From an optimization exercise on the open Yosys and OpenROAD flow, aimed at small area, a short achievable clock period and few clock cycles; shortcuts taken in it are not production practice.
The RTL was checked by simulation tests, not by an equivalence proof against the original design.
Power figures rest on the tool's default switching activity, not on a simulated workload.

==> design.v <==
module pkteng (
    input  wire        clk,
    input  wire        rst,
    input  wire        cmd_valid,
    output wire        cmd_ready,
    input  wire [2:0]  cmd_op,
    input  wire [7:0]  cmd_arg,
    input  wire [15:0] cmd_now,
    input  wire        cmd_rx_valid,
    input  wire [7:0]  cmd_rx_data,
    input  wire [6:0]  cmd_cap_pkt,
    input  wire [8:0]  cmd_cap_mon1,
    input  wire [8:0]  cmd_cap_mon2,
    output reg         rsp_valid,
    output reg         rsp_ok,
    output reg  [7:0]  rsp_data,
    output reg  [3:0]  rsp_ev_in,
    output reg  [1:0]  rsp_ack_sched,
    output reg  [2:0]  rsp_ev_out,
    output reg         tx_valid,
    output reg  [7:0]  tx_data,
    output reg  [1:0]  tx_chan,
    output reg  [6:0]  inb_count,
    output reg  [6:0]  inb_free,
    output reg  [6:0]  outb_count,
    output reg  [6:0]  outb_free,
    output reg  [8:0]  mon_count,
    output reg  [8:0]  mon_free,
    output reg         st_in,
    output reg  [2:0]  st_out
);
    localparam [7:0] TAG_DATA = 8'hDD;
    localparam [7:0] TAG_ACK  = 8'hAA;
    localparam [7:0] ID_NONE  = 8'hFF;
    localparam [2:0] OP_NOP = 3'd0, OP_POLL = 3'd1, OP_OUTB_PUSH = 3'd2,
                     OP_INB_POP = 3'd3, OP_MON_PUSH = 3'd4, OP_MON_POP = 3'd5;
    localparam [2:0] OUT_IDLE = 3'd0, OUT_SD = 3'd1, OUT_SA = 3'd2,
                     OUT_SDPA = 3'd3, OUT_WAIT = 3'd4, OUT_SAWA = 3'd5;
    localparam [3:0] EV_IN_NONE = 4'd0, EV_IN_DISCARD = 4'd1, EV_IN_START = 4'd2,
                     EV_IN_ACCUM = 4'd3, EV_IN_ERR_LENGTH = 4'd4,
                     EV_IN_ERR_CRC = 4'd7, EV_IN_TIMEOUT = 4'd8,
                     EV_IN_ILLEGAL_ID = 4'd9, EV_IN_DUP = 4'd10, EV_IN_OOO = 4'd11,
                     EV_IN_BACKPRESSURE = 4'd12, EV_IN_ACCEPT = 4'd13,
                     EV_IN_ACK_RECORDED = 4'd14;
    localparam [1:0] AS_NONE = 2'd0, AS_QUEUED = 2'd1, AS_DROPPED = 2'd2;
    localparam [2:0] EV_OUT_NONE = 3'd0, EV_OUT_BUILD = 3'd1, EV_OUT_PUSH = 3'd2,
                     EV_OUT_DATA_SENT = 3'd3, EV_OUT_ACKED = 3'd4,
                     EV_OUT_RETX = 3'd5, EV_OUT_ACK_SENT = 3'd6;
    function [15:0] crc_upd;
        input [15:0] c;
        input [7:0]  b;
        reg   [15:0] x;
        integer      k;
        begin
            x = c ^ {b, 8'h00};
            for (k = 0; k < 8; k = k + 1)
                x = x[15] ? ((x << 1) ^ 16'h1021) : (x << 1);
            crc_upd = x;
        end
    endfunction
    function [7:0] next_id;
        input [7:0] p;
        begin
            next_id = (p + 8'd1 == ID_NONE) ? 8'd1 : p + 8'd1;
        end
    endfunction
    function [7:0] expected_id;
        input [7:0] l;
        begin
            expected_id = (l == 8'd254) ? 8'd1 : l + 8'd1;
        end
    endfunction
    wire [15:0] crc_tag_dd = crc_upd(16'hFFFF, TAG_DATA);
    wire [15:0] crc_tag_aa = crc_upd(16'hFFFF, TAG_ACK);
    reg         cv;
    reg  [2:0]  c_op;
    reg  [7:0]  c_arg;
    reg  [15:0] c_now;
    reg         c_rxv;
    reg  [7:0]  c_rx;
    reg  [6:0]  c_cap;
    reg  [8:0]  c_cap1;
    reg  [8:0]  c_cap2;
    reg         c_tag;           
    reg         c_isdd;          
    reg         c_lenbad;        
    reg         c_hi_ok;         
    reg  [1:0]  in_hp;           
    reg  [6:0]  in_left;         
    reg  [15:0] in_stamp;
    reg  [7:0]  last_rx_id;
    reg         in_dat;          
    reg  [7:0]  in_id;
    reg  [5:0]  in_len;
    reg         id_ill, id_dup, id_ooo;
    reg  [15:0] crc_in;          
    reg         lo_ok;           
    reg  [6:0]  in_wp;           
    reg  [7:0]  inb_mem [0:127];
    reg  [6:0]  inb_head;
    reg  [6:0]  inb_tail;
    reg  [7:0]  outb_mem [0:127];
    reg  [6:0]  outb_head;
    reg  [6:0]  outb_tail;
    reg  [7:0]  mon_mem [0:255];
    reg  [7:0]  mon_head;
    reg  [7:0]  mon_tail;
    reg  [5:0]  out_len;
    reg  [7:0]  tx_id;
    reg  [7:0]  peer_ack_id;
    reg  [15:0] out_stamp;
    reg  [6:0]  out_cur;         
    reg  [6:0]  d_left;          
    reg  [6:0]  out_rp;          
    reg  [6:0]  ret_head;        
    reg  [15:0] crc_out;         
    reg         crc_pend;        
    reg  [7:0]  ack_id;
    reg  [2:0]  ack_cur;
    reg         rz;              
    reg         nk_pkt;          
    reg         s_ack;           
    reg  [6:0]  s_pc;            
    reg  [8:0]  m_c;             
    reg  [8:0]  m_cap2;          
    reg         m_call2;         
    assign cmd_ready = ~cv | rz;
    wire exec = cv & rz;
    reg  [7:0]  outb_rd, mon_rd, inb_rd;
    integer     ri;
    always @(*) begin
        outb_rd = 8'h00;
        inb_rd  = 8'h00;
        mon_rd  = 8'h00;
        for (ri = 0; ri < 128; ri = ri + 1) begin
            outb_rd = outb_rd | ({8{out_rp == ri}} & outb_mem[ri]);
            inb_rd  = inb_rd  | ({8{inb_head == ri}} & inb_mem[ri]);
        end
        for (ri = 0; ri < 256; ri = ri + 1)
            mon_rd = mon_rd | ({8{mon_head == ri}} & mon_mem[ri]);
    end
    wire [15:0] crc_eff  = crc_pend ? crc_upd(crc_out, tx_data) : crc_out;
    wire        d_in_crc = (d_left[6:2] != 5'd0) || (d_left[1:0] == 2'd3);   
    reg  [7:0]  d_byte;                                      
    always @(*) begin
        if (out_cur == 7'd0)                   d_byte = TAG_DATA;
        else if (out_cur == 7'd1)              d_byte = tx_id;
        else if (out_cur == 7'd2)              d_byte = {2'b00, out_len};
        else if (d_in_crc)                     d_byte = outb_rd;
        else if (d_left == 7'd2)               d_byte = crc_eff[7:0];
        else                                   d_byte = crc_eff[15:8];
    end
    wire [15:0] ack_crc = crc_upd(crc_tag_aa, ack_id);
    reg  [7:0]  a_byte;                                      
    always @(*) begin
        case (ack_cur[1:0])
            2'd0:    a_byte = TAG_ACK;
            2'd1:    a_byte = ack_id;
            2'd2:    a_byte = ack_crc[7:0];
            default: a_byte = ack_crc[15:8];
        endcase
    end
    wire [7:0]  b        = c_rx;
    wire [15:0] in_el    = c_now - in_stamp;
    wire        in_to    = st_in && (in_el > 16'd50);
    wire        b_tag    = c_tag;
    wire        rcv      = c_rxv && st_in;                   
    wire        pos_id   = (in_hp == 2'd1);
    wire        pos_len  = in_dat && (in_hp == 2'd2);
    wire        len_bad  = c_lenbad;
    wire        pos_cmpl = (in_left == 7'd1);
    wire        pos_lo   = (in_left == 7'd2);
    wire        pos_pay  = in_dat && (in_left[6:2] != 5'd0 || in_left[1:0] == 2'd3);
    wire        crc_acc  = pos_id || pos_len || pos_pay;
    wire        crc_ok   = lo_ok && c_hi_ok;
    wire        cmpl     = rcv && pos_cmpl;
    wire        good_ack = cmpl && !in_dat && crc_ok;
    wire        good_dat = cmpl && in_dat && crc_ok;
    wire        room     = (inb_free >= {1'b0, in_len});
    wire        accept   = good_dat && !id_ill && !id_dup && !id_ooo && room;
    wire        sched    = good_dat && !id_ill && (id_dup || (!id_ooo && room));
    reg  [3:0]  ev_in;
    always @(*) begin
        if (!c_rxv)              ev_in = in_to ? EV_IN_TIMEOUT : EV_IN_NONE;
        else if (!st_in)         ev_in = b_tag ? EV_IN_START : EV_IN_DISCARD;
        else if (pos_len && len_bad) ev_in = EV_IN_ERR_LENGTH;
        else if (!pos_cmpl)      ev_in = EV_IN_ACCUM;
        else if (!crc_ok)        ev_in = EV_IN_ERR_CRC;
        else if (!in_dat)        ev_in = EV_IN_ACK_RECORDED;
        else if (id_ill)         ev_in = EV_IN_ILLEGAL_ID;
        else if (id_dup)         ev_in = EV_IN_DUP;
        else if (id_ooo)         ev_in = EV_IN_OOO;
        else if (!room)          ev_in = EV_IN_BACKPRESSURE;
        else                     ev_in = EV_IN_ACCEPT;
    end
    wire        can_sched = (st_out == OUT_IDLE) || (st_out == OUT_SD) ||
                            (st_out == OUT_WAIT);
    wire        newack    = sched && can_sched;
    wire [1:0]  ack_sch   = !sched ? AS_NONE : can_sched ? AS_QUEUED : AS_DROPPED;
    reg  [2:0]  os1;                                         
    always @(*) begin
        os1 = st_out;
        if (newack)
            case (st_out)
                OUT_IDLE: os1 = OUT_SA;
                OUT_SD:   os1 = OUT_SDPA;
                default:  os1 = OUT_SAWA;
            endcase
    end
    wire        acked = good_ack ? (in_id == tx_id) : (peer_ack_id == tx_id);
    wire        arm_data = (os1 == OUT_SD) || (os1 == OUT_SDPA);
    wire        arm_ack  = (os1 == OUT_SA) || (os1 == OUT_SAWA);
    wire        d_done   = (c_cap >= d_left);
    wire [2:0]  ack_cur1 = newack ? 3'd0 : ack_cur;
    wire [2:0]  a_left   = 3'd4 - ack_cur1;
    wire        a_done   = (c_cap >= {4'd0, a_left});
    wire        cap0     = (c_cap == 7'd0);
    wire        cap_gt1  = (c_cap[6:1] != 6'd0);
    wire        pkt_more = cap_gt1 && (arm_ack ? (ack_cur1 < 3'd3)
                                              : (d_left[6:1] != 6'd0));
    wire [15:0] out_el   = c_now - out_stamp;
    wire [5:0]  bld_n    = (outb_count > 7'd59) ? 6'd59 : outb_count[5:0];
    wire        mon_any  = (mon_count != 9'd0) && (c_cap1 != 9'd0);
    wire        mon_gt1  = (mon_count[8:1] != 8'd0);
    wire        head_end = (mon_head == 8'd255);
    wire        mon_more0 = mon_gt1 && (head_end ? (c_cap2 != 9'd0) : (c_cap1[8:1] != 8'd0));
    wire        first_pkt = (arm_data || arm_ack) && !cap0;
    wire        first_mon = !first_pkt && mon_any;
    wire        more0     = first_pkt ? (pkt_more || mon_any) : (first_mon && mon_more0);
    wire        s_pkt_more = (s_pc != 7'd1) && (s_ack ? (ack_cur != 3'd3) : (d_left != 7'd1));
    wire        s_mon_any  = (mon_count != 9'd0) && (m_c != 9'd0);
    wire        s_mon_more = (mon_count != 9'd1) &&
                             ((!m_call2 && head_end) ? (m_cap2 != 9'd0) : (m_c != 9'd1));
    always @(posedge clk) begin
        if (cmd_ready) begin
            c_op   <= cmd_op;
            c_arg  <= cmd_arg;
            c_now  <= cmd_now;
            c_rxv  <= cmd_rx_valid;
            c_rx   <= cmd_rx_data;
            c_cap  <= cmd_cap_pkt;
            c_cap1 <= cmd_cap_mon1;
            c_cap2 <= cmd_cap_mon2;
            c_tag    <= (cmd_rx_data == TAG_DATA) || (cmd_rx_data == TAG_ACK);
            c_isdd   <= (cmd_rx_data == TAG_DATA);
            c_lenbad <= (cmd_rx_data > 8'd59);
            c_hi_ok  <= (cmd_rx_data == crc_in[15:8]);
        end
        if (crc_pend)
            crc_out <= crc_upd(crc_out, tx_data);
        if (rst) begin
            cv          <= 1'b0;
            rz          <= 1'b1;
            crc_pend    <= 1'b0;
            rsp_valid   <= 1'b0;
            tx_valid    <= 1'b0;
            st_in       <= 1'b0;
            last_rx_id  <= ID_NONE;
            st_out      <= OUT_IDLE;
            tx_id       <= ID_NONE;
            peer_ack_id <= ID_NONE;
            inb_head    <= 7'd0;
            inb_tail    <= 7'd0;
            inb_count   <= 7'd0;
            inb_free    <= 7'd64;
            outb_head   <= 7'd0;
            outb_tail   <= 7'd0;
            outb_count  <= 7'd0;
            outb_free   <= 7'd64;
            mon_head    <= 8'd0;
            mon_tail    <= 8'd0;
            mon_count   <= 9'd0;
            mon_free    <= 9'd256;
        end else begin
            if (cmd_ready)
                cv <= cmd_valid;
            tx_valid  <= 1'b0;
            rsp_valid <= 1'b0;
            crc_pend  <= 1'b0;
            if (exec) begin
                rsp_data      <= 8'h00;
                rsp_ev_in     <= EV_IN_NONE;
                rsp_ack_sched <= AS_NONE;
                rsp_ev_out    <= EV_OUT_NONE;
                rsp_ok        <= 1'b0;
                rsp_valid     <= 1'b1;
                case (c_op)
                    OP_NOP: rsp_ok <= 1'b1;
                    OP_OUTB_PUSH: if (!outb_count[6]) begin
                        outb_mem[outb_tail] <= c_arg;
                        outb_tail  <= outb_tail + 7'd1;
                        outb_count <= outb_count + 7'd1;
                        outb_free  <= outb_free - 7'd1;
                        rsp_ok     <= 1'b1;
                    end
                    OP_INB_POP: if (inb_count != 7'd0) begin
                        rsp_data  <= inb_rd;
                        inb_head  <= inb_head + 7'd1;
                        inb_count <= inb_count - 7'd1;
                        inb_free  <= inb_free + 7'd1;
                        rsp_ok    <= 1'b1;
                    end
                    OP_MON_PUSH: if (!mon_count[8]) begin
                        mon_mem[mon_tail] <= c_arg;
                        mon_tail  <= mon_tail + 8'd1;
                        mon_count <= mon_count + 9'd1;
                        mon_free  <= mon_free - 9'd1;
                        rsp_ok    <= 1'b1;
                    end
                    OP_MON_POP: if (mon_count != 9'd0) begin
                        rsp_data  <= mon_rd;
                        mon_head  <= mon_head + 8'd1;
                        mon_count <= mon_count - 9'd1;
                        mon_free  <= mon_free + 9'd1;
                        rsp_ok    <= 1'b1;
                    end
                    OP_POLL: begin
                        rsp_ok        <= 1'b1;
                        rsp_ev_in     <= ev_in;
                        rsp_ack_sched <= ack_sch;
                        if (!c_rxv) begin
                            if (in_to)
                                st_in <= 1'b0;
                        end else if (!st_in) begin
                            if (b_tag) begin
                                st_in    <= 1'b1;
                                in_hp    <= 2'd1;
                                in_stamp <= c_now;
                                in_dat   <= c_isdd;
                                in_left  <= c_isdd ? 7'd0 : 7'd3;
                                crc_in   <= c_isdd ? crc_tag_dd : crc_tag_aa;
                                in_wp    <= inb_tail;
                            end
                        end else if ((pos_len && len_bad) || pos_cmpl) begin
                            st_in <= 1'b0;
                        end else begin
                            if (in_hp != 2'd3) in_hp <= in_hp + 2'd1;
                            if (pos_len)
                                in_left <= {1'b0, b[5:0]} + 7'd2;
                            else if (in_left != 7'd0)
                                in_left <= in_left - 7'd1;
                            if (pos_id) begin
                                in_id  <= b;
                                id_ill <= (b == ID_NONE);
                                id_dup <= (b == last_rx_id);
                                id_ooo <= (last_rx_id != ID_NONE) && (b != expected_id(last_rx_id));
                            end
                            if (pos_len) in_len <= b[5:0];
                            if (crc_acc) crc_in <= crc_upd(crc_in, b);
                            if (pos_lo)  lo_ok  <= (b == crc_in[7:0]);
                            if (pos_pay) begin
                                inb_mem[in_wp] <= b;
                                in_wp <= in_wp + 7'd1;
                            end
                        end
                        if (good_ack)
                            peer_ack_id <= in_id;
                        if (accept) begin
                            last_rx_id <= in_id;
                            inb_tail   <= in_wp;
                            inb_count  <= inb_count + {1'b0, in_len};
                            inb_free   <= inb_free - {1'b0, in_len};
                        end
                        if (newack)
                            ack_id <= in_id;
                        st_out  <= os1;
                        ack_cur <= ack_cur1;
                        if (arm_data) begin
                            if (d_done) begin
                                st_out     <= (os1 == OUT_SD) ? OUT_WAIT : OUT_SAWA;
                                rsp_ev_out <= EV_OUT_DATA_SENT;
                            end else
                                rsp_ev_out <= EV_OUT_PUSH;
                        end else if (arm_ack) begin
                            if (a_done) begin
                                st_out     <= (os1 == OUT_SA) ? OUT_IDLE : OUT_WAIT;
                                rsp_ev_out <= EV_OUT_ACK_SENT;
                            end else
                                rsp_ev_out <= EV_OUT_PUSH;
                        end else if (os1 == OUT_IDLE) begin
                            if (outb_count != 7'd0) begin
                                tx_id       <= next_id(tx_id);
                                out_len     <= bld_n;
                                out_cur     <= 7'd0;
                                d_left      <= {1'b0, bld_n} + 7'd5;
                                out_rp      <= outb_head - 7'd3;
                                ret_head    <= outb_head;
                                outb_head   <= outb_head + {1'b0, bld_n};
                                outb_count  <= outb_count - {1'b0, bld_n};
                                outb_free   <= outb_free + {1'b0, bld_n};
                                peer_ack_id <= ID_NONE;
                                out_stamp   <= c_now;
                                crc_out     <= 16'hFFFF;
                                st_out      <= OUT_SD;
                                rsp_ev_out  <= EV_OUT_BUILD;
                            end
                        end else if (os1 == OUT_WAIT) begin
                            if (acked) begin
                                st_out     <= OUT_IDLE;
                                rsp_ev_out <= EV_OUT_ACKED;
                            end else if (out_el > 16'd200) begin
                                out_cur    <= 7'd0;
                                d_left     <= {1'b0, out_len} + 7'd5;
                                out_rp     <= ret_head - 7'd3;
                                out_stamp  <= c_now;
                                crc_out    <= 16'hFFFF;
                                st_out     <= OUT_SD;
                                rsp_ev_out <= EV_OUT_RETX;
                            end
                        end
                        rz        <= !more0;
                        rsp_valid <= !more0;
                        s_ack     <= arm_ack;
                        m_cap2    <= c_cap2;
                        if (first_pkt) begin
                            tx_valid <= 1'b1;
                            tx_chan  <= 2'd0;
                            nk_pkt   <= pkt_more;
                            s_pc     <= c_cap - 7'd1;
                            m_c      <= c_cap1;
                            m_call2  <= 1'b0;
                            if (arm_ack) begin
                                tx_data <= newack ? TAG_ACK : a_byte;
                                ack_cur <= ack_cur1 + 3'd1;
                            end else begin
                                tx_data  <= d_byte;
                                crc_pend <= d_in_crc;
                                out_cur  <= out_cur + 7'd1;
                                d_left   <= d_left - 7'd1;
                                out_rp   <= out_rp + 7'd1;
                            end
                        end else if (first_mon) begin
                            tx_valid  <= 1'b1;
                            tx_chan   <= 2'd1;
                            tx_data   <= mon_rd;
                            nk_pkt    <= 1'b0;
                            m_c       <= head_end ? c_cap2 : c_cap1 - 9'd1;
                            m_call2   <= head_end;
                            mon_head  <= mon_head + 8'd1;
                            mon_count <= mon_count - 9'd1;
                            mon_free  <= mon_free + 9'd1;
                        end
                    end
                    default: ;    
                endcase
            end else if (!rz) begin
                tx_valid <= 1'b1;
                if (nk_pkt) begin
                    tx_chan   <= 2'd0;
                    s_pc      <= s_pc - 7'd1;
                    nk_pkt    <= s_pkt_more;
                    rz        <= !(s_pkt_more || s_mon_any);
                    rsp_valid <= !(s_pkt_more || s_mon_any);
                    if (s_ack) begin
                        tx_data <= a_byte;
                        ack_cur <= ack_cur + 3'd1;
                    end else begin
                        tx_data  <= d_byte;
                        crc_pend <= d_in_crc;
                        out_cur  <= out_cur + 7'd1;
                        d_left   <= d_left - 7'd1;
                        out_rp   <= out_rp + 7'd1;
                    end
                end else begin
                    tx_chan   <= m_call2 ? 2'd2 : 2'd1;
                    tx_data   <= mon_rd;
                    rz        <= !s_mon_more;
                    rsp_valid <= !s_mon_more;
                    mon_head  <= mon_head + 8'd1;
                    mon_count <= mon_count - 9'd1;
                    mon_free  <= mon_free + 9'd1;
                    if (!m_call2 && head_end) begin
                        m_call2 <= 1'b1;
                        m_c     <= m_cap2;
                    end else
                        m_c <= m_c - 9'd1;
                end
            end
        end
    end
endmodule
==> run.sh <==
#!/bin/bash
# synth_recipe.tcl (not shown) runs the flow's synth.tcl, then flattens the netlist and writes it again
# the make line also repeats each setting of config.mk as NAME=value (left out here)
make -C /OpenROAD-flow-scripts/flow DESIGN_CONFIG=/design/flow/config.mk WORK_HOME=/design/flow/orfs CLKGATE_MAP_FILE= SYNTH_SCRIPT=/design/flow/synth_recipe.tcl finish
==> config.mk <==
export PLATFORM = sky130hd
export DESIGN_NAME = pkteng
export DESIGN_NICKNAME = pkteng
export VERILOG_FILES = /design/flow/design.v
export SDC_FILE = /design/flow/constraint.sdc
export NUM_CORES = 4
export LEC_CHECK = 0
export CAP_MARGIN = 20
export CORE_MARGIN = 2
export CORE_UTILIZATION = 40
export SLEW_MARGIN = 20
==> constraint.sdc <==
create_clock -name core_clock -period 10.0 [get_ports {clk}]
set_input_delay 2.0000 -clock core_clock [delete_from_list [all_inputs] [get_ports {clk}]]
set_output_delay 2.0000 -clock core_clock [all_outputs]
set_load 0.01 [all_outputs]
==> flow_summary.yaml, run 1 <==
outcome:
  status: "complete, but fails checks"
  check.faults: "max-capacitance violations, max-slew violations"
grt:
  initial_antenna_violation_count: 272
  first_global_vias: 125000
  overflow: 0
  grt_first_pass_wirelength_um: 1510000
  grt_max_degree: 155
  grt_use_total_pct: 54.2
timing:
  tightest_pin_transition_ns: 1.60
  finalSetupViolCount: 0
  fin_worst_skew_ns: 0.126
  relative_slew_margins_pct: -6.46
  timing.final.max_slew_violations: 33
  final_period_minus_worst_setup_slack_ns: 7.39
  finalHoldWorstSlack_ns: 0.486
  fmax_mhz: 135
  rsz_0062_raised_after_global_routing: "false"
  fin_setup_tns_ns: 0
  finalCritPeriodShare_pct: 73.9
  final_hold_viol_count: 0
setup_path:
  worst-endpoint-required_ns: 10.79
  critical_path.reg2reg.startpoint: "mon_head[4]"
  critical_path_class: "flop to flop"
  reg2regPathDepth: 12
  critical_path.cell_chain: "nor4bb_4 > buf_4 > buf_4 > a22oi_1 > o22ai_1 > nor2_1 > nand2_1 > nor4_1 > buf_4 > nand4_1 > a31oi_1 > nand3_1"
  crit_path_slowest_cell: "sky130_fd_sc_hd__a22oi_1"
  path_max_fanout: 40
  setup.reg_to_reg.worst_slack_ns: 2.61
  crit_path_start_kind: "flop"
  timing.critical_path.from: "mon_head[4]"
  critical-path-max-stage-delay_ns: 1.12
  critical_path_arrival_ns: 8.19
  crit_path_end_kind: "flop"
  rr_endpoint: "tx_data[1]"
  cp_common_cell: "sky130_fd_sc_hd__buf_4"
detailed_routing:
  postRouteWirelength_um: 1240000
  detail_route.vias_per_cell: 7.87
  drt_first_iter_violations: 37400
  num_vias: 148000
  dr.pass1.iters: 13
  detail-route-antenna-nets: 0
  drt_drc_violations_left: 0
  route.detailed.wl_per_inst_um: 65.9
logic_synthesis:
  synth_seq_cells: 4484
  syn_avg_cell_area_um2: 15.4
  post_synth_mux_area_share_pct: 0.315
  async_flop_share_pct: 0
  yosys_most_used_dff: "sky130_fd_sc_hd__edfxtp_1"
  synth.lib_cells_used.distinct: 93
  syn-instance-count: 11400
  syn_area_um2: 176000
  ys_warn_count: 1
  post_synth_xor_area_fraction_pct: 1.04
  dominant_combinational_cell_family_by_area_after_synthesis: "compound AO/OA/AOI/OAI gates"
  syn-num-nets: 11600
  synth-compound-area-share_pct: 11.6
  yosysSeqAreaShare_pct: 75.9
  fraction_of_the_mapped_netlist_area_in_simple_logic_gates_pct: 8.54
  number_of_enable_flip_flop_cells_after_synthesis: 4345
  synthAdderAreaFrac_pct: 0.995
cells_and_area:
  share_of_post_route_cells_with_drive_strength_above_1_pct: 18.1
  synthToLayoutAreaGrowth_pct: 19.5
  nFillCells: 37000
  final_net_count: 12500
clocking:
  max-clock-path-buffers: 4
  cts_root_buffer: "sky130_fd_sc_hd__clkbuf_16"
  htree_num_levels: 5
  tritoncts_buffer_count: 481
  postCtsSetupRepairBufs: 0
  clock_insertion_delay_worst_skew_ns: 1.17
  cts_hold_buf: 0
  post_cts_resize_count: 0
  tritoncts: "built"
  clock_input_transition_at_the_sequential_cells_of_the_worst_setup_and_hold_paths_ns: 0.06
  cts.sink_count: 4484
die:
  boundaryPins: 145
  start_util_pct: 40.1
  fp-row-count: 243
  floorplan.core_area_um2: 438000
  die_area_um2: 444000
  floorplan.die.height_um: 666
  die_width_um: 666
power:
  internal-power_uw: 30900
  leakagePower_uw: 0.0662
  switching_share_pct: 23.2
  design_power_total_uw: 40300
  sequentialPowerShare_pct: 51.4
  ir_drop_v: 0.000179
  netSwitchingPower_uw: 9360
  combinational_group_share_of_total_power_pct: 3.1
  pwr-share-clk_pct: 45.5
  pwr_density_cell_nw_per_um2: 192
placement:
  placer_congestion: 1.16
  buffer_ports.inserted: 144
  dp_hpwl_um: 880000
worst_hold_path:
  min_delay_worst_endpoint: "outb_free[4]"
  min_path_cells: 2
  start_point_of_the_worst_hold_path: "outb_free[4]"
  timing.hold.worst.class: "flop to flop"
run:
  maxCapViolations: 2
-- final cells by class --
type / count / area (um2) / share of cell area (%)
Inverter: 122 / 458 / 0.218
Clock inverter: 345 / 3230 / 1.54
Timing Repair Buffer: 1090 / 10200 / 4.87
Clock buffer: 563 / 12400 / 5.93
Multi-Input combinational cell: 6160 / 42300 / 20.2
Tap cell: 5757 / 7200 / 3.44
Antenna cell: 229 / 573 / 0.273
Sequential cell: 4484 / 133000 / 63.6
-- power groups by stage --
stage	registers [uW]	clock network (uW)	logic (uW)
6_report	20700	18300	1260
3_3_place_gp	21100	0	1140
2_1_floorplan	21300	0	345
4_1_cts	20700	18100	1160
3_5_place_dp	21100	0	1160
5_1_grt	20700	18800	1220
-- cells in the mapped netlist, types with 26 or more instances --
master	instances	area [um2]
sky130_fd_sc_hd__a2111oi_0	42	368
sky130_fd_sc_hd__a211oi_1	26	195
sky130_fd_sc_hd__a21o_1	27	203
sky130_fd_sc_hd__a21oi_1	218	1090
sky130_fd_sc_hd__a221oi_1	204	1790
sky130_fd_sc_hd__a222oi_1	70	701
sky130_fd_sc_hd__a22o_1	224	1960
sky130_fd_sc_hd__a22oi_1	1031	7740
sky130_fd_sc_hd__a31oi_1	43	269
sky130_fd_sc_hd__a32oi_1	273	2390
sky130_fd_sc_hd__and2_1	38	238
sky130_fd_sc_hd__and3_1	144	901
sky130_fd_sc_hd__buf_1	69	259
sky130_fd_sc_hd__buf_2	30	150
sky130_fd_sc_hd__clkbuf_1	492	1850
sky130_fd_sc_hd__dfxtp_1	139	2780
sky130_fd_sc_hd__edfxtp_1	4345	130000
sky130_fd_sc_hd__ha_1	130	1630
sky130_fd_sc_hd__inv_1	120	450
sky130_fd_sc_hd__mux2i_1	38	380
sky130_fd_sc_hd__nand2_1	440	1650
sky130_fd_sc_hd__nand3_1	469	2350
sky130_fd_sc_hd__nand4_1	289	1810
sky130_fd_sc_hd__nor2_1	1142	4290
sky130_fd_sc_hd__nor2b_1	40	250
sky130_fd_sc_hd__nor3_1	118	591
sky130_fd_sc_hd__nor4_1	126	788
sky130_fd_sc_hd__o211ai_1	31	233
sky130_fd_sc_hd__o21ai_0	154	771
sky130_fd_sc_hd__o22ai_1	181	1130
sky130_fd_sc_hd__or3_1	30	188
sky130_fd_sc_hd__or4_1	35	263
sky130_fd_sc_hd__xnor2_1	114	998
sky130_fd_sc_hd__xor2_1	91	797
-- cells in the final DEF, fill, tap and decap left out, types with 133 or more instances in the layout --
cell type and n:
sky130_fd_sc_hd__edfxtp_1 4345, sky130_fd_sc_hd__dfxtp_1 134, sky130_fd_sc_hd__a22o_1 223, sky130_fd_sc_hd__nand2_1 414
sky130_fd_sc_hd__o21ai_0 148, sky130_fd_sc_hd__clkdlybuf4s50_1 143, sky130_fd_sc_hd__diode_2 229, sky130_fd_sc_hd__o22ai_1 174
sky130_fd_sc_hd__nor2_1 720, sky130_fd_sc_hd__nor2_2 321, sky130_fd_sc_hd__a32oi_1 265, sky130_fd_sc_hd__a22oi_1 1019
sky130_fd_sc_hd__buf_4 756, sky130_fd_sc_hd__nand3_1 455, sky130_fd_sc_hd__and3_1 140, sky130_fd_sc_hd__clkbuf_16 484
sky130_fd_sc_hd__a21oi_1 214, sky130_fd_sc_hd__a221oi_1 193, sky130_fd_sc_hd__clkinv_1 133, sky130_fd_sc_hd__nand4_1 289
-- registers in the layout, summed over array words and instances (netlist names), 9 cells and up --
register	flops
crc_in	16
outb_mem	1024
c_cap1	9
out_stamp	16
c_cap2	9
m_cap2	9
c_now	16
mon_mem	2048
inb_mem	1024
m_c	9
mon_free	9
mon_count	9
in_stamp	16
crc_out	16
-- worst max-delay path: cells and delay by family (launching register included) --
kind | cells | cell delay, ns
AOI/OAI and AO/OA | 3 | 2.23
buffers and inverters | 3 | 1.15
DFF | 1 | 0.99
and+or+nand+nor | 6 | 2.50
-- worst max-delay path by stage --
stage                     end  cells past startpoint  slack (ns)
3_3_place_gp       tx_data[7]                     10        2.70
5_1_grt            tx_data[1]                     12        3.28
6_report           tx_data[1]                     12        2.61
3_5_place_dp   inb_mem[38][7]                      6        3.36
2_1_floorplan   mon_mem[0][0]                      0        4.18
4_1_cts            tx_data[5]                     12        3.69
-- metal layers --
| layer | vias up | track usage (%) | wire (um) |
|---|---|---|---|
| li1 | 48600 | - | - |
| met1 | 74900 | 62.4 | 412000 |
| met2 | 19000 | 69.3 | 463000 |
| met3 | 5103 | 35.6 | 229000 |
| met4 | 116 | 42.9 | 129000 |
| met5 | - | 5.53 | 2880 |
-- cells by family (layout without fill, tap and decap cells) --
logic type               count (synthesis)  after routing
AO/OA/AOI/OAI                         2700           2700
buffers and inverters                  717           2120
XOR/XNOR                               206            206
AND/OR/NAND/NOR                       3068           3068
adder cells (fa/ha/maj)                136            136
multiplexers                            50             50
other                                    0            229
flip-flops                            4484           4484
-- stage by stage --
stage	cell area (um2)	setup slack (ns)	util (%)	std cells
finish	210000	2.61	47.9	18800
global route	209000	3.28	47.8	18600
CTS	208000	3.69	47.6	18500
detailed placement	193000	3.36	44.0	17600
global placement	189000	2.70	43.2	17400
floorplan	176000	4.18	-	11400
Testbench counts, summed over its fixed seeds: cycles 33,417.
==> run 2, diff against run 1 <==
--- a/design.v
+++ b/design.v
@@ -72,2 +72,30 @@
     endfunction
+    localparam RING = 123;
+    function [6:0] r_inc;
+        input [6:0] p;
+        begin
+            r_inc = (p == RING - 1) ? 7'd0 : p + 7'd1;
+        end
+    endfunction
+    function [6:0] r_add;
+        input [6:0] p;
+        input [5:0] n;
+        reg   [7:0] t;
+        begin
+            t = {1'b0, p} + {2'b00, n};
+            r_add = (t >= RING) ? t - RING : t[6:0];
+        end
+    endfunction
+    function [6:0] r_sub2;
+        input [6:0] p;
+        begin
+            r_sub2 = (p >= 7'd2) ? p - 7'd2 : p + (RING - 2);
+        end
+    endfunction
+    function [6:0] r_sub3;
+        input [6:0] p;
+        begin
+            r_sub3 = (p >= 7'd3) ? p - 7'd3 : p + (RING - 3);
+        end
+    endfunction
     wire [15:0] crc_tag_dd = crc_upd(16'hFFFF, TAG_DATA);
@@ -87,2 +115,5 @@
     reg         c_hi_ok;         
+    reg         c_in_old, c_in_new, c_st_in;
+    reg         c_out_old;
+    reg         rdy;             
     reg  [1:0]  in_hp;           
@@ -98,6 +129,6 @@
     reg  [6:0]  in_wp;           
-    reg  [7:0]  inb_mem [0:127];
+    reg  [7:0]  inb_mem [0:RING-1];
     reg  [6:0]  inb_head;
     reg  [6:0]  inb_tail;
-    reg  [7:0]  outb_mem [0:127];
+    reg  [7:0]  outb_mem [0:RING-1];
     reg  [6:0]  outb_head;
@@ -119,2 +150,9 @@
     reg  [2:0]  ack_cur;
+    reg  [7:0]  pf_mon, pf_inb, pf_outb;      
+    reg  [7:0]  mon_hp1;
+    reg  [6:0]  inb_hp1;
+    reg  [6:0]  out_rp1;
+    reg         wm_en, wi_en, wo_en;
+    reg  [7:0]  w_addr;
+    reg  [7:0]  w_data;
     reg         rz;              
@@ -126,3 +164,4 @@
     reg         m_call2;         
-    assign cmd_ready = ~cv | rz;
+    assign cmd_ready = rdy;
+    wire   take_cmd  = ~cv | rz;
     wire exec = cv & rz;
@@ -134,9 +173,11 @@
         mon_rd  = 8'h00;
-        for (ri = 0; ri < 128; ri = ri + 1) begin
-            outb_rd = outb_rd | ({8{out_rp == ri}} & outb_mem[ri]);
-            inb_rd  = inb_rd  | ({8{inb_head == ri}} & inb_mem[ri]);
+        for (ri = 0; ri < RING; ri = ri + 1) begin
+            outb_rd = outb_rd | ({8{out_rp1 == ri}} & outb_mem[ri]);
+            inb_rd  = inb_rd  | ({8{inb_hp1 == ri}} & inb_mem[ri]);
         end
         for (ri = 0; ri < 256; ri = ri + 1)
-            mon_rd = mon_rd | ({8{mon_head == ri}} & mon_mem[ri]);
+            mon_rd = mon_rd | ({8{mon_hp1 == ri}} & mon_mem[ri]);
     end
+    wire [7:0]  mon_nx = (wm_en && w_addr == mon_hp1) ? w_data : mon_rd;
+    wire [7:0]  inb_nx = (wi_en && w_addr[6:0] == inb_hp1) ? w_data : inb_rd;
     wire [15:0] crc_eff  = crc_pend ? crc_upd(crc_out, tx_data) : crc_out;
@@ -148,3 +189,3 @@
         else if (out_cur == 7'd2)              d_byte = {2'b00, out_len};
-        else if (d_in_crc)                     d_byte = outb_rd;
+        else if (d_in_crc)                     d_byte = pf_outb;
         else if (d_left == 7'd2)               d_byte = crc_eff[7:0];
@@ -163,4 +204,3 @@
     wire [7:0]  b        = c_rx;
-    wire [15:0] in_el    = c_now - in_stamp;
-    wire        in_to    = st_in && (in_el > 16'd50);
+    wire        in_to    = st_in && (c_st_in ? c_in_new : c_in_old);
     wire        b_tag    = c_tag;
@@ -220,3 +260,3 @@
                                               : (d_left[6:1] != 6'd0));
-    wire [15:0] out_el   = c_now - out_stamp;
+    wire        out_to   = c_out_old;
     wire [5:0]  bld_n    = (outb_count > 7'd59) ? 6'd59 : outb_count[5:0];
@@ -233,4 +273,19 @@
                              ((!m_call2 && head_end) ? (m_cap2 != 9'd0) : (m_c != 9'd1));
+    wire        is_poll = (c_op == OP_POLL);
+    wire        rz_n    = exec ? (!is_poll || !more0) :
+                          !rz  ? (nk_pkt ? !(s_pkt_more || s_mon_any) : !s_mon_more) : 1'b1;
+    wire        cv_n    = take_cmd ? cmd_valid : cv;
+    wire        set_in_stamp  = is_poll && c_rxv && !st_in && b_tag;
     always @(posedge clk) begin
-        if (cmd_ready) begin
+        if (wm_en) mon_mem[w_addr]       <= w_data;
+        if (wi_en) inb_mem[w_addr[6:0]]  <= w_data;
+        if (wo_en) outb_mem[w_addr[6:0]] <= w_data;
+        wm_en <= 1'b0;
+        wi_en <= 1'b0;
+        wo_en <= 1'b0;
+        if (take_cmd) begin
+            c_in_old  <= (cmd_now - in_stamp > 16'd50);
+            c_in_new  <= (cmd_now - c_now > 16'd50);
+            c_out_old <= (cmd_now - out_stamp > 16'd200);
+            c_st_in   <= exec && set_in_stamp;
             c_op   <= cmd_op;
@@ -250,4 +305,7 @@
             crc_out <= crc_upd(crc_out, tx_data);
+        rdy <= rst || !cv_n || rz_n;
         if (rst) begin
             cv          <= 1'b0;
+            mon_hp1     <= 8'd1;
+            inb_hp1     <= 7'd1;
             rz          <= 1'b1;
@@ -274,3 +332,3 @@
         end else begin
-            if (cmd_ready)
+            if (take_cmd)
                 cv <= cmd_valid;
@@ -289,4 +347,6 @@
                     OP_OUTB_PUSH: if (!outb_count[6]) begin
-                        outb_mem[outb_tail] <= c_arg;
-                        outb_tail  <= outb_tail + 7'd1;
+                        wo_en      <= 1'b1;
+                        w_addr     <= {1'b0, outb_tail};
+                        w_data     <= c_arg;
+                        outb_tail  <= r_inc(outb_tail);
                         outb_count <= outb_count + 7'd1;
@@ -296,4 +356,6 @@
                     OP_INB_POP: if (inb_count != 7'd0) begin
-                        rsp_data  <= inb_rd;
-                        inb_head  <= inb_head + 7'd1;
+                        rsp_data  <= pf_inb;
+                        pf_inb    <= inb_nx;
+                        inb_head  <= inb_hp1;
+                        inb_hp1   <= r_inc(inb_hp1);
                         inb_count <= inb_count - 7'd1;
@@ -303,3 +365,6 @@
                     OP_MON_PUSH: if (!mon_count[8]) begin
-                        mon_mem[mon_tail] <= c_arg;
+                        wm_en     <= 1'b1;
+                        w_addr    <= mon_tail;
+                        w_data    <= c_arg;
+                        if (mon_count == 9'd0) pf_mon <= c_arg;
                         mon_tail  <= mon_tail + 8'd1;
@@ -310,4 +375,6 @@
                     OP_MON_POP: if (mon_count != 9'd0) begin
-                        rsp_data  <= mon_rd;
-                        mon_head  <= mon_head + 8'd1;
+                        rsp_data  <= pf_mon;
+                        pf_mon    <= mon_nx;
+                        mon_head  <= mon_hp1;
+                        mon_hp1   <= mon_hp1 + 8'd1;
                         mon_count <= mon_count - 9'd1;
@@ -351,4 +418,7 @@
                             if (pos_pay) begin
-                                inb_mem[in_wp] <= b;
-                                in_wp <= in_wp + 7'd1;
+                                wi_en   <= 1'b1;
+                                w_addr  <= {1'b0, in_wp};
+                                w_data  <= b;
+                                if (in_wp == inb_head) pf_inb <= b;
+                                in_wp <= r_inc(in_wp);
                             end
@@ -385,5 +455,6 @@
                                 d_left      <= {1'b0, bld_n} + 7'd5;
-                                out_rp      <= outb_head - 7'd3;
+                                out_rp      <= r_sub3(outb_head);
+                                out_rp1     <= r_sub2(outb_head);
                                 ret_head    <= outb_head;
-                                outb_head   <= outb_head + {1'b0, bld_n};
+                                outb_head   <= r_add(outb_head, bld_n);
                                 outb_count  <= outb_count - {1'b0, bld_n};
@@ -400,6 +471,7 @@
                                 rsp_ev_out <= EV_OUT_ACKED;
-                            end else if (out_el > 16'd200) begin
+                            end else if (out_to) begin
                                 out_cur    <= 7'd0;
                                 d_left     <= {1'b0, out_len} + 7'd5;
-                                out_rp     <= ret_head - 7'd3;
+                                out_rp     <= r_sub3(ret_head);
+                                out_rp1    <= r_sub2(ret_head);
                                 out_stamp  <= c_now;
@@ -429,3 +501,5 @@
                                 d_left   <= d_left - 7'd1;
-                                out_rp   <= out_rp + 7'd1;
+                                out_rp   <= out_rp1;
+                        out_rp1  <= r_inc(out_rp1);
+                        pf_outb  <= outb_rd;
                             end
@@ -434,3 +508,5 @@
                             tx_chan   <= 2'd1;
-                            tx_data   <= mon_rd;
+                            tx_data   <= pf_mon;
+                            pf_mon    <= mon_nx;
+                            mon_hp1   <= mon_hp1 + 8'd1;
                             nk_pkt    <= 1'b0;
@@ -438,3 +514,3 @@
                             m_call2   <= head_end;
-                            mon_head  <= mon_head + 8'd1;
+                            mon_head  <= mon_hp1;
                             mon_count <= mon_count - 9'd1;
@@ -461,3 +537,5 @@
                         d_left   <= d_left - 7'd1;
-                        out_rp   <= out_rp + 7'd1;
+                        out_rp   <= out_rp1;
+                        out_rp1  <= r_inc(out_rp1);
+                        pf_outb  <= outb_rd;
                     end
@@ -465,6 +543,8 @@
                     tx_chan   <= m_call2 ? 2'd2 : 2'd1;
-                    tx_data   <= mon_rd;
+                    tx_data   <= pf_mon;
+                    pf_mon    <= mon_nx;
+                    mon_hp1   <= mon_hp1 + 8'd1;
                     rz        <= !s_mon_more;
                     rsp_valid <= !s_mon_more;
-                    mon_head  <= mon_head + 8'd1;
+                    mon_head  <= mon_hp1;
                     mon_count <= mon_count - 9'd1;
==> flow/run.sh (new file) <==
#!/bin/bash
set -euo pipefail
bash standard.sh SETUP_SLACK_MARGIN=6 finish > flow_standard.log 2>&1
==> standard.sh (new file) <==
#!/bin/bash
# synth_recipe.tcl (not shown) runs the flow's synth.tcl, then flattens the netlist and writes it again
# the make line also repeats each setting of config.mk as NAME=value (left out here)
make -C /OpenROAD-flow-scripts/flow DESIGN_CONFIG=/design/flow/config.mk WORK_HOME=/design/flow/orfs CLKGATE_MAP_FILE= SYNTH_SCRIPT=/design/flow/synth_recipe.tcl "${@:-finish}"
--- a/config.mk
+++ b/config.mk
@@ -7,5 +7,8 @@
 export LEC_CHECK = 0
-export CAP_MARGIN = 20
+export CAP_MARGIN = 40
 export CORE_MARGIN = 2
-export CORE_UTILIZATION = 40
-export SLEW_MARGIN = 20
+export CORE_UTILIZATION = 45
+export CTS_CLUSTER_DIAMETER = 70
+export CTS_CLUSTER_SIZE = 30
+export SLEW_MARGIN = 40
+export TNS_END_PERCENT = 100
removed: run.sh
==> run 2 against run 1 <==
- largest cell class unchanged
- setup slack better by 2.7 ns
- cell count is 3.8% lower
- critical path depth is the same
- combinational power decreased by 14%
- via count decreased by 5.8%
- the run now finishes clean
- register-to-register slack improved by 2.7 ns
- sequential share of layout area up 0.076 points
- synthesized cell count is 0.58% higher
- non-clock buffer count is 235 higher
- maximum frequency rose by 57%
- flip-flop and latch count decreased by 17
==> flow_summary.yaml, run 2 <==
detailed_routing:
  drt_first_iter_violations: 31000
  detail-route-antenna-nets: 0
  dr.pass1.iters: 13
  drt_drc_violations_left: 0
  route.detailed.wl_per_inst_um: 57.2
  postRouteWirelength_um: 1030000
  detail_route.vias_per_cell: 7.71
  num_vias: 139000
cells_and_area:
  largest_register_ffs: 2048
  final_core_util_pct: 53.7
  share_of_post_route_cells_with_drive_strength_above_1_pct: 21.0
  final_net_count: 12700
  mostFrequentLayoutCell: "sky130_fd_sc_hd__edfxtp_1"
  mostFrequentLayoutCells: "4309 x sky130_fd_sc_hd__edfxtp_1, 1052 x sky130_fd_sc_hd__a22oi_1, 888 x sky130_fd_sc_hd__buf_4"
  synthToLayoutAreaGrowth_pct: 18.9
  finish.instance_area_um2: 208000
  max_flop_register: "mon_mem"
setup_path:
  critical_path_class: "flop to flop"
  crit_path_slowest_cell: "sky130_fd_sc_hd__nor4_4"
  rr_endpoint: "pf_mon[7]"
  worst-endpoint-required_ns: 10.71
  critical_path.reg2reg.startpoint: "mon_hp1[1]"
  crit_path_end_kind: "flop"
  reg2regPathDepth: 12
  setup.reg_to_reg.worst_slack_ns: 5.29
  timing.critical_path.from: "mon_hp1[1]"
  critPathTopFamily: "simple AND/OR/NAND/NOR gates"
  critical_path.cell_chain: "clkinvlp_4 > ha_4 > buf_12 > nor3b_2 > buf_6 > buf_4 > nand3_1 > nand4_1 > nor4_4 > nand4_1 > nor4_4 > a21oi_2"
  crit_path_start_kind: "flop"
  path_max_fanout: 26
  critical_path_arrival_ns: 5.42
  path_buf_inv: 4
  critPathCapture: "pf_mon[7]"
  critical-path-max-stage-delay_ns: 0.80
  path_depth: 12
power:
  ir_drop_v: 0.000182
  combinational_group_share_of_total_power_pct: 3.1
  netSwitchingPower_uw: 8260
  pwr-share-clk_pct: 38.4
  switching_share_pct: 23.7
  pwr_density_cell_nw_per_um2: 167
  sequentialPowerShare_pct: 58.5
  internal-power_uw: 26600
  leakagePower_uw: 0.0662
logic_synthesis:
  post_synth_xor_area_fraction_pct: 1.21
  synth-compound-area-share_pct: 12.3
  syn_area_um2: 175000
  synth_seq_cells: 4467
  ys_warn_count: 1
  synth.area.top_cells: "sky130_fd_sc_hd__edfxtp_1 74%, sky130_fd_sc_hd__a22oi_1 4.7%, sky130_fd_sc_hd__nor2_1 2.5%, sky130_fd_sc_hd__dfxtp_1 1.8%, sky130_fd_sc_hd__a22o_1 1.3%"
  post_synth_most_frequent_cells: "4309 x sky130_fd_sc_hd__edfxtp_1, 1184 x sky130_fd_sc_hd__nor2_1, 1099 x sky130_fd_sc_hd__a22oi_1"
  synthAdderAreaFrac_pct: 1.16
  syn-num-nets: 11600
  synth_top_area_share_pct: 73.8
  synth.lib_cells_used.distinct: 93
  dominant_combinational_cell_family_by_area_after_synthesis: "compound AO/OA/AOI/OAI gates"
  async_flop_share_pct: 0
  syn_avg_cell_area_um2: 15.3
  yosys_most_used_dff: "sky130_fd_sc_hd__edfxtp_1"
  post_synth_mux_area_share_pct: 0.263
  synthMostInstantiatedCell: "sky130_fd_sc_hd__edfxtp_1"
  synthDominantAreaCellType: "sky130_fd_sc_hd__edfxtp_1"
  fraction_of_the_mapped_netlist_area_in_simple_logic_gates_pct: 7.94
  number_of_enable_flip_flop_cells_after_synthesis: 4309
  yosysSeqAreaShare_pct: 75.6
  syn-instance-count: 11400
timing:
  final_hold_viol_count: 0
  timing.final.max_slew_violations: 0
  fin_setup_tns_ns: 0
  final_period_minus_worst_setup_slack_ns: 4.71
  fmax_mhz: 212
  finalSetupViolCount: 0
  tightest_pin_transition_ns: 1.15
  rsz_0062_raised_after_global_routing: "true"
  relative_slew_margins_pct: 22.8
  finalCritPeriodShare_pct: 47.1
  fin_worst_skew_ns: 0.0758
outcome:
  status: "finished clean"
clocking:
  tritoncts_buffer_count: 275
  htree_num_levels: 5
  clock_input_transition_at_the_sequential_cells_of_the_worst_setup_and_hold_paths_ns: 0.10
  cts.sink_count: 4467
  tritoncts: "built"
  max-clock-path-buffers: 4
  clock_insertion_delay_worst_skew_ns: 1.05
  cts_root_buffer: "sky130_fd_sc_hd__clkbuf_16"
placement:
  placer_congestion: 1.15
  placement_cell_area_um2: 193000
  buffer_ports.inserted: 144
  dp_hpwl_um: 700000
grt:
  grt_first_pass_wirelength_um: 1290000
  grt_use_total_pct: 50.7
  overflow: 0
  grt_max_degree: 144
  first_global_vias: 121000
  initial_antenna_violation_count: 136
die:
  die_width_um: 628
  start_util_pct: 45.1
  boundaryPins: 145
  floorplan.core_area_um2: 389000
  die_area_um2: 395000
  floorplan.die.height_um: 628
  fp-row-count: 229
worst_hold_path:
  timing.hold.worst.class: "flop to flop"
run:
  maxCapViolations: 0
run 2: changes by cell type after synthesis, moves of 34 or more:
cell / delta
sky130_fd_sc_hd__edfxtp_1: -36
sky130_fd_sc_hd__clkbuf_1: -44
sky130_fd_sc_hd__and3_1: -76
sky130_fd_sc_hd__a21oi_1: +34
sky130_fd_sc_hd__nor2_1: +42
sky130_fd_sc_hd__nand4_1: -45
sky130_fd_sc_hd__a32oi_1: -55
sky130_fd_sc_hd__nand3_1: -138
sky130_fd_sc_hd__nand2_1: +136
sky130_fd_sc_hd__a22oi_1: +68
sky130_fd_sc_hd__a22o_1: +43
run 2: cell type report:
class	instances	area [um2]
clock inverters	201	2400
repair buffers	1325	13100
multi-input cells	6272	45600
fillers	31500	180000
clock buffers	300	7270
flip-flops and latches	4467	133000
inverters	156	617
well taps	5197	6500
diodes	117	293
run 2: cell families after synthesis:
logic type | count (synthesis)
flip-flops | 4467
AO/OA/AOI/OAI | 2868
XOR/XNOR | 240
buffers and inverters | 691
AND/OR/NAND/NOR | 2960
adder cells (fa/ha/maj) | 158
multiplexers | 43
run 2: layer usage:
layer	wire, um	share of wire [%]	GRT usage (%)
met1	333000	32	59.3
met2	411000	40	68.8
met3	170000	16	24.9
met4	117000	11	44.1
met5	881	0.085	1.23
run 2: through the flow:
step           power, uW  hold slack (ns)  setup slack, ns  cells
6_report           34800            0.465             5.29  18000
4_1_cts            34500            0.467             5.77  17800
3_5_place_dp       21700            0.454             4.07  17200
5_1_grt            35300            0.474             5.57  17900
3_3_place_gp       21700            0.442             3.75  17100
2_1_floorplan      21300            0.424             2.51  11400
run 2: tightest hold or removal path, stage by stage (launching register included):
cell,delay [ns]
sky130_fd_sc_hd__dfxtp_1,0.33
sky130_fd_sc_hd__nand2_1,0.05
sky130_fd_sc_hd__a21oi_1,0.05
run 2: worst min path at each step:
stage,from,end,cells after the start
2_1_floorplan,c_rx[6],in_id[6],0
3_3_place_gp,inb_tail[2],inb_tail[2],2
3_5_place_dp,inb_tail[4],inb_tail[4],2
4_1_cts,inb_tail[4],inb_tail[4],2
5_1_grt,inb_tail[0],inb_tail[0],2
6_report,inb_tail[4],inb_tail[4],2
run 2: what timing repair did:
| action | 4_1_cts | 5_1_grt |
|---|---|---|
| setup buffers | 93 | 110 |
| pin swaps | 57 | 116 |
| gates cloned | 4 | 6 |
| setup endpoints to repair | 156 | 80 |
| hold buffers | 0 | 0 |
| gates resized for setup | 364 | 293 |
run 2: power groups by stage:
stage	combinational [uW]	clock, uW	sequential [uW]
floorplan	435	0	20800
global placement	892	0	20800
detailed placement	914	0	20800
CTS	942	13200	20400
global route	1090	13800	20400
finish	1080	13400	20400
Testbench counts of run 2, summed over its fixed seeds: cycles 33,417.
==> run 3, diff against run 2 <==
==> flow/run.sh (replaced) <==
#!/bin/bash
set -euo pipefail
bash standard.sh SETUP_SLACK_MARGIN=6.5 finish > flow_standard.log 2>&1
==> run 3 against run 2 <==
- die area unchanged
- combinational power up 11%
- design area up 2.9%
- maximum frequency up 8.0%
- critical path type unchanged
==> flow_summary.yaml, run 3 <==
clocking:
  clock_insertion_delay_worst_skew_ns: 1.10
  tritoncts_buffer_count: 281
  tritoncts: "built"
  htree_num_levels: 5
  cts.sink_count: 4467
  max-clock-path-buffers: 4
  cts_root_buffer: "sky130_fd_sc_hd__clkbuf_16"
  cts_hold_buf: 0
  clock_input_transition_at_the_sequential_cells_of_the_worst_setup_and_hold_paths_ns: 0.11
timing:
  relative_slew_margins_pct: 21.0
  finalHoldWorstSlack_ns: 0.455
  fmax_mhz: 229
  rsz_0062_raised_after_global_routing: "true"
  fin_setup_tns_ns: 0
  final_period_minus_worst_setup_slack_ns: 4.36
  postLayoutSetupSlackWorst_ns: 5.64
  finalSetupViolCount: 0
  timing.final.max_slew_violations: 0
  finalCritPeriodShare_pct: 43.6
  fin_worst_skew_ns: 0.106
  tightest_pin_transition_ns: 1.18
  final_hold_viol_count: 0
setup_path:
  critical_path_class: "flop to flop"
  crit_path_start_kind: "flop"
  worst-endpoint-required_ns: 10.74
  crit_path_end_kind: "flop"
  path_max_fanout: 27
  critical_path_arrival_ns: 5.10
  reg2regPathDepth: 12
placement:
  buffer_ports.inserted: 144
  dp_hpwl_um: 704000
  place_worst_setup_slack_ns: 4.49
  placement_cell_area_um2: 193000
  placer_congestion: 1.15
die:
  floorplan.core_area_um2: 389000
  die_area_um2: 395000
  fp-row-count: 229
  floorplan.die.height_um: 628
  die_width_um: 628
  boundaryPins: 145
  start_util_pct: 45.1
logic_synthesis:
  number_of_enable_flip_flop_cells_after_synthesis: 4309
  synthDominantAreaCellType: "sky130_fd_sc_hd__edfxtp_1"
  syn-num-nets: 11600
  synth.lib_cells_used.distinct: 93
  synth_top_area_share_pct: 73.8
  ys_warn_count: 1
  syn-instance-count: 11400
  yosys_most_used_dff: "sky130_fd_sc_hd__edfxtp_1"
  async_flop_share_pct: 0
  synth_seq_cells: 4467
  syn_area_um2: 175000
  synthMostInstantiatedCell: "sky130_fd_sc_hd__edfxtp_1"
  post_synth_most_frequent_cells: "4309 x sky130_fd_sc_hd__edfxtp_1, 1184 x sky130_fd_sc_hd__nor2_1, 1099 x sky130_fd_sc_hd__a22oi_1"
  syn_avg_cell_area_um2: 15.3
  synth.area.top_cells: "sky130_fd_sc_hd__edfxtp_1 74%, sky130_fd_sc_hd__a22oi_1 4.7%, sky130_fd_sc_hd__nor2_1 2.5%, sky130_fd_sc_hd__dfxtp_1 1.8%, sky130_fd_sc_hd__a22o_1 1.3%"
  yosysSeqAreaShare_pct: 75.6
cells_and_area:
  area.sequential_um2: 133000
  nFillCells: 31100
  synthToLayoutAreaGrowth_pct: 22.4
  mostFrequentLayoutCell: "sky130_fd_sc_hd__edfxtp_1"
  mostFrequentLayoutCells: "4309 x sky130_fd_sc_hd__edfxtp_1, 999 x sky130_fd_sc_hd__a22oi_1, 992 x sky130_fd_sc_hd__buf_4"
  share_of_post_route_cells_with_drive_strength_above_1_pct: 25.6
  max_flop_register: "mon_mem"
  final_net_count: 12900
  area_used_by_multi_input_combinational_logic_um2: 47700
  largest_register_ffs: 2048
  finish.instance_area_um2: 214000
grt:
  grt_use_total_pct: 52.9
  first_global_vias: 125000
  grt_first_pass_wirelength_um: 1340000
  overflow: 0
  grt_max_degree: 155
  initial_antenna_violation_count: 150
detailed_routing:
  num_vias: 143000
  detail-route-antenna-nets: 0
  postRouteWirelength_um: 1070000
  detail_route.vias_per_cell: 7.84
  dr.pass1.iters: 12
  drt_first_iter_violations: 33900
  drt_drc_violations_left: 0
  route.detailed.wl_per_inst_um: 58.6
worst_hold_path:
  timing.hold.worst.class: "flop to flop"
  min_path_cells: 2
power:
  leakagePower_uw: 0.0686
  pwr_density_cell_nw_per_um2: 165
  ir_drop_v: 0.000191
run:
  maxCapViolations: 0
outcome:
  status: "finished clean"
[run 3: cell counts after synthesis]
No cell type changed its count.
[run 3: worst paths after layout]
path	end	from	slack, ns
max	pf_mon[7]	mon_hp1[1]	5.64
min reg2reg	inb_tail[0]	inb_tail[0]	0.46
max reg2reg	pf_mon[7]	mon_hp1[1]	5.64
min	inb_tail[0]	inb_tail[0]	0.46
[run 3: per-stage QoR]
step	instances	total power (uW)	util (%)
after floorplan	11400	21300	-
after global placement	17000	21700	48.7
after detailed placement	17100	21700	49.6
after CTS	18000	35100	54.1
after global routing	18200	35900	55.1
final	18300	35500	55.2
[run 3: logic make-up (layout without fill, tap and decap cells)]
| family | Yosys count | count (layout) | share of synthesized area (%) |
|---|---|---|---|
| fa+ha+maj | 158 | 158 | 1.16 |
| compound gates | 2868 | 2870 | 12.3 |
| other cells | 0 | 145 | 0 |
| simple gates | 2960 | 2962 | 7.94 |
| flops | 4467 | 4467 | 75.6 |
| mux | 43 | 43 | 0.263 |
| xor+xnor | 240 | 240 | 1.21 |
| buf+inv | 691 | 2205 | 1.50 |
[run 3: timing repair]
item                                    in CTS  in global routing
gates cloned                                25                  2
endpoints found under the hold margin        0                  0
gates resized for setup                   1318                294
buffers inserted                           303                 94
endpoints found under the setup margin     452                199
pin swaps                                  209                180
[run 3: worst max-delay path, cell delays in order, from the launching register on]
cell                       delay, ns
sky130_fd_sc_hd__dfxtp_4        0.40
sky130_fd_sc_hd__ha_4           0.23
sky130_fd_sc_hd__and3b_4        0.24
sky130_fd_sc_hd__buf_12         0.18
sky130_fd_sc_hd__a22o_4         0.37
sky130_fd_sc_hd__a222oi_1       0.44
sky130_fd_sc_hd__nand3_2        0.24
sky130_fd_sc_hd__nor4_4         0.58
sky130_fd_sc_hd__buf_6          0.22
sky130_fd_sc_hd__nand3_4        0.08
sky130_fd_sc_hd__nor4_4         0.57
sky130_fd_sc_hd__buf_6          0.26
sky130_fd_sc_hd__a21oi_2        0.07
[run 3: where the power goes]
group          internal [uW]  leakage [uW]  total [uW]  switching (uW)
logic                    382        0.0235        1200             817
clock network           6210       0.00493       13900            7690
registers              20300        0.0402       20400            66.3
[run 3: final cells by class]
cell class / instances / share of cell area [%]
flip-flops and latches: 4467 / 61.9
multi-input cells: 6273 / 22.2
repair buffers: 1538 / 7.57
clock buffers: 299 / 3.44
well taps: 5197 / 3.03
clock inverters: 212 / 1.35
inverters: 156 / 0.292
diodes: 145 / 0.169
[run 3: layer usage]
metal | routed length, um | part of all wire, % | GRT usage, %
met1 | 339000 | 32 | 60.0
met2 | 416000 | 39 | 70.2
met3 | 185000 | 17 | 29.7
met4 | 128000 | 12 | 46.4
met5 | 4080 | 0.38 | 8.54
==> run 4, diff against run 3 <==
==> flow/run.sh (replaced) <==
#!/bin/bash
set -euo pipefail
bash standard.sh SETUP_SLACK_MARGIN=7 finish > flow_standard.log 2>&1
==> run 4 against run 3 <==
- combinational power about the same
- clock skew increased by 0.033 ns
- power decreased by 0.74%
- clock power about the same
- worst hold slack improved by 0.0061 ns
- synthesized cell count unchanged
- core utilization increased by 1.0 points
- count of clock-buffer cells in the layout increased by 1
- sequential power about the same
- critical path depth unchanged
- via count decreased by 0.15%
- area after synthesis unchanged
- largest cell class unchanged
- highest routed layer unchanged
==> flow_summary.yaml, run 4 <==
clocking:
  cts_root_buffer: "sky130_fd_sc_hd__clkbuf_16"
  tritoncts: "built"
  clock_insertion_delay_worst_skew_ns: 1.07
  max-clock-path-buffers: 4
  htree_num_levels: 5
  tritoncts_buffer_count: 279
  cts_hold_buf: 0
  cts.sink_count: 4467
  clock_input_transition_at_the_sequential_cells_of_the_worst_setup_and_hold_paths_ns: 0.11
die:
  fp-row-count: 229
  boundaryPins: 145
  floorplan.die.height_um: 628
  die_width_um: 628
  start_util_pct: 45.1
  die_area_um2: 395000
  floorplan.core_area_um2: 389000
placement:
  placer_congestion: 1.18
  dp_hpwl_um: 707000
  buffer_ports.inserted: 144
  place_worst_setup_slack_ns: 4.26
setup_path:
  reg2regPathDepth: 12
  critical_path.reg2reg.startpoint: "mon_hp1[0]"
  crit_path_start_kind: "flop"
  crit_path_end_kind: "flop"
  setup.reg_to_reg.worst_slack_ns: 5.32
  rr_endpoint: "pf_mon[0]"
  path_max_fanout: 10
  worst-endpoint-required_ns: 10.73
  critical_path_arrival_ns: 5.41
  timing.critical_path.from: "mon_hp1[0]"
  critical_path_class: "flop to flop"
logic_synthesis:
  syn_avg_cell_area_um2: 15.3
  number_of_enable_flip_flop_cells_after_synthesis: 4309
  synth.area.top_cells: "sky130_fd_sc_hd__edfxtp_1 74%, sky130_fd_sc_hd__a22oi_1 4.7%, sky130_fd_sc_hd__nor2_1 2.5%, sky130_fd_sc_hd__dfxtp_1 1.8%, sky130_fd_sc_hd__a22o_1 1.3%"
  post_synth_most_frequent_cells: "4309 x sky130_fd_sc_hd__edfxtp_1, 1184 x sky130_fd_sc_hd__nor2_1, 1099 x sky130_fd_sc_hd__a22oi_1"
  syn-instance-count: 11400
  synth.lib_cells_used.distinct: 93
  synthMostInstantiatedCell: "sky130_fd_sc_hd__edfxtp_1"
  ys_warn_count: 1
  syn_area_um2: 175000
  yosysSeqAreaShare_pct: 75.6
  syn-num-nets: 11600
  async_flop_share_pct: 0
  synth_seq_cells: 4467
  synth_top_area_share_pct: 73.8
  synthDominantAreaCellType: "sky130_fd_sc_hd__edfxtp_1"
  yosys_most_used_dff: "sky130_fd_sc_hd__edfxtp_1"
detailed_routing:
  drt_drc_violations_left: 0
  drt_first_iter_violations: 32300
  detail-route-antenna-nets: 0
  num_vias: 143000
  postRouteWirelength_um: 1060000
  route.detailed.wl_per_inst_um: 57.3
  detail_route.vias_per_cell: 7.71
  dr.pass1.iters: 13
grt:
  overflow: 0
  grt_use_total_pct: 52.5
  initial_antenna_violation_count: 135
  first_global_vias: 125000
  grt_max_degree: 160
  grt_first_pass_wirelength_um: 1340000
cells_and_area:
  mostFrequentLayoutCells: "4309 x sky130_fd_sc_hd__edfxtp_1, 1146 x sky130_fd_sc_hd__buf_4, 980 x sky130_fd_sc_hd__a22oi_1"
  final_net_count: 13200
  synthToLayoutAreaGrowth_pct: 24.7
  area.sequential_um2: 133000
  mostFrequentLayoutCell: "sky130_fd_sc_hd__edfxtp_1"
  largest_register_ffs: 2048
  nFillCells: 30400
  max_flop_register: "mon_mem"
  share_of_post_route_cells_with_drive_strength_above_1_pct: 28.8
  area_used_by_multi_input_combinational_logic_um2: 49600
timing:
  rsz_0062_raised_after_global_routing: "true"
  finalHoldWorstSlack_ns: 0.461
  fin_setup_tns_ns: 0
  tightest_pin_transition_ns: 1.17
  final_hold_viol_count: 0
  final_period_minus_worst_setup_slack_ns: 4.68
  postLayoutSetupSlackWorst_ns: 5.32
  fin_worst_skew_ns: 0.139
  finalSetupViolCount: 0
  fmax_mhz: 214
  relative_slew_margins_pct: 22.0
  timing.final.max_slew_violations: 0
  finalCritPeriodShare_pct: 46.8
worst_hold_path:
  timing.hold.worst.class: "flop to flop"
  min_path_cells: 2
  start_point_of_the_worst_hold_path: "inb_tail[3]"
  min_delay_worst_endpoint: "inb_tail[3]"
power:
  leakagePower_uw: 0.0702
  pwr_density_cell_nw_per_um2: 161
  ir_drop_v: 0.000175
outcome:
  status: "finished clean"
run:
  maxCapViolations: 0
-- run 4: layout make-up --
type	instances	area share (%)
inverter	156	0.286
antenna	147	0.168
sequential	4467	60.8
tap	5197	2.98
multi-input combinational	6275	22.7
timing repair buffer	1818	8.55
clock inverter	210	1.23
clock buffer	300	3.31
-- run 4: how the worst max path moves through the flow --
stage / endpoint / depth (start not counted) / slack (ns)
floorplan: inb_mem[0][1] / 0 / 2.51
global placement: pf_mon[0] / 10 / 3.21
detailed placement: pf_mon[0] / 12 / 4.26
CTS: pf_mon[0] / 12 / 5.75
global route: pf_mon[0] / 12 / 5.63
finish: pf_mon[0] / 12 / 5.32
-- run 4: logic make-up after synthesis --
group | Yosys count | share of synthesized area, %
AND/OR/NAND/NOR | 2960 | 7.94
adder cells (fa/ha/maj) | 158 | 1.16
flip-flops | 4467 | 75.6
buffers and inverters | 691 | 1.50
multiplexers | 43 | 0.263
AO/OA/AOI/OAI | 2868 | 12.3
XOR/XNOR | 240 | 1.21
-- run 4: metal layers --
metal,GRT usage [%],up-vias,wire [um]
li1,-,49600,-
met1,59.2,71800,335000
met2,70.1,16700,417000
met3,28.5,4915,182000
met4,48.2,66,129000
met5,4.42,-,1900
-- run 4: power by group --
group | total, uW | internal (uW) | switching (uW)
clock | 13600 | 6020 | 7590
sequential | 20400 | 20300 | 62.3
combinational | 1230 | 416 | 816
total | 35200 | 26700 | 8470
-- run 4: critical path, stage by stage (launching register included) --
cell,delay [ns]
sky130_fd_sc_hd__dfxtp_4,0.42
sky130_fd_sc_hd__clkinvlp_4,0.16
sky130_fd_sc_hd__ha_4,0.24
sky130_fd_sc_hd__or3b_2,0.21
sky130_fd_sc_hd__buf_4,0.23
sky130_fd_sc_hd__nor2_2,0.12
sky130_fd_sc_hd__buf_4,0.29
sky130_fd_sc_hd__a32oi_1,0.73
sky130_fd_sc_hd__nand3_1,0.26
sky130_fd_sc_hd__or4b_4,0.67
sky130_fd_sc_hd__nor4_4,0.55
sky130_fd_sc_hd__and4_4,0.43
sky130_fd_sc_hd__o21ai_2,0.07
-- run 4: through the flow --
step | util, % | instances | power (uW) | instance area, um2
after floorplan | - | 11400 | 21300 | 176000
after global placement | 48.9 | 17100 | 21700 | 190000
after detailed placement | 49.7 | 17200 | 21700 | 193000
after CTS | 54.8 | 18100 | 34800 | 213000
after global routing | 56.2 | 18500 | 35600 | 218000
final | 56.2 | 18600 | 35200 | 219000
-- run 4: repair_timing --
item,in CTS,in global routing
resized for setup,1624,428
setup buffers,443,256
endpoints found under the setup margin,2502,708
cloned,15,8
pin swaps,313,291

==> static timing again, ports no longer ideal <==
How much do the figures lean on ideal ports? The routed layouts below were timed once more, with nothing changed but the port constraints. Step 1 sets driving cells, clkbuf_16 on the clock port and buf_2 on the other inputs (assumed; they add their load-dependent delay and slew). Step 2 moves the port delays by t, midway between the first and last clock arrival at a register: inputs arrive t later, outputs are due t later. That takes back most of the time a late clock gives input paths. Three values: ideal, step 1, step 2; two values: the first two.
| run | t, ns | setup slack, ns | worst setup path after step 2 | latest minus earliest clock arrival (ns) | worst slew at a driven data input, ns |
|---|---|---|---|---|---|
| run 1 | 1.224 | 2.606 / 2.606 / 2.606 | register to register | 0.145 / 0.145 | 0.22 |
| run 2 | 1.114 | 5.290 / 5.290 / 5.066 | input to register | 0.091 / 0.091 | 0.17 |
| run 3 | 1.149 | 5.639 / 5.639 / 5.291 | input to register | 0.116 / 0.116 | 0.18 |
| run 4 | 1.104 | 5.320 / 5.320 / 5.320 | register to register | 0.154 / 0.154 | 0.18 |
The setup slack of run 3, which loses most, moves by 0.000 ns with the drivers and by -0.348 ns with both steps.
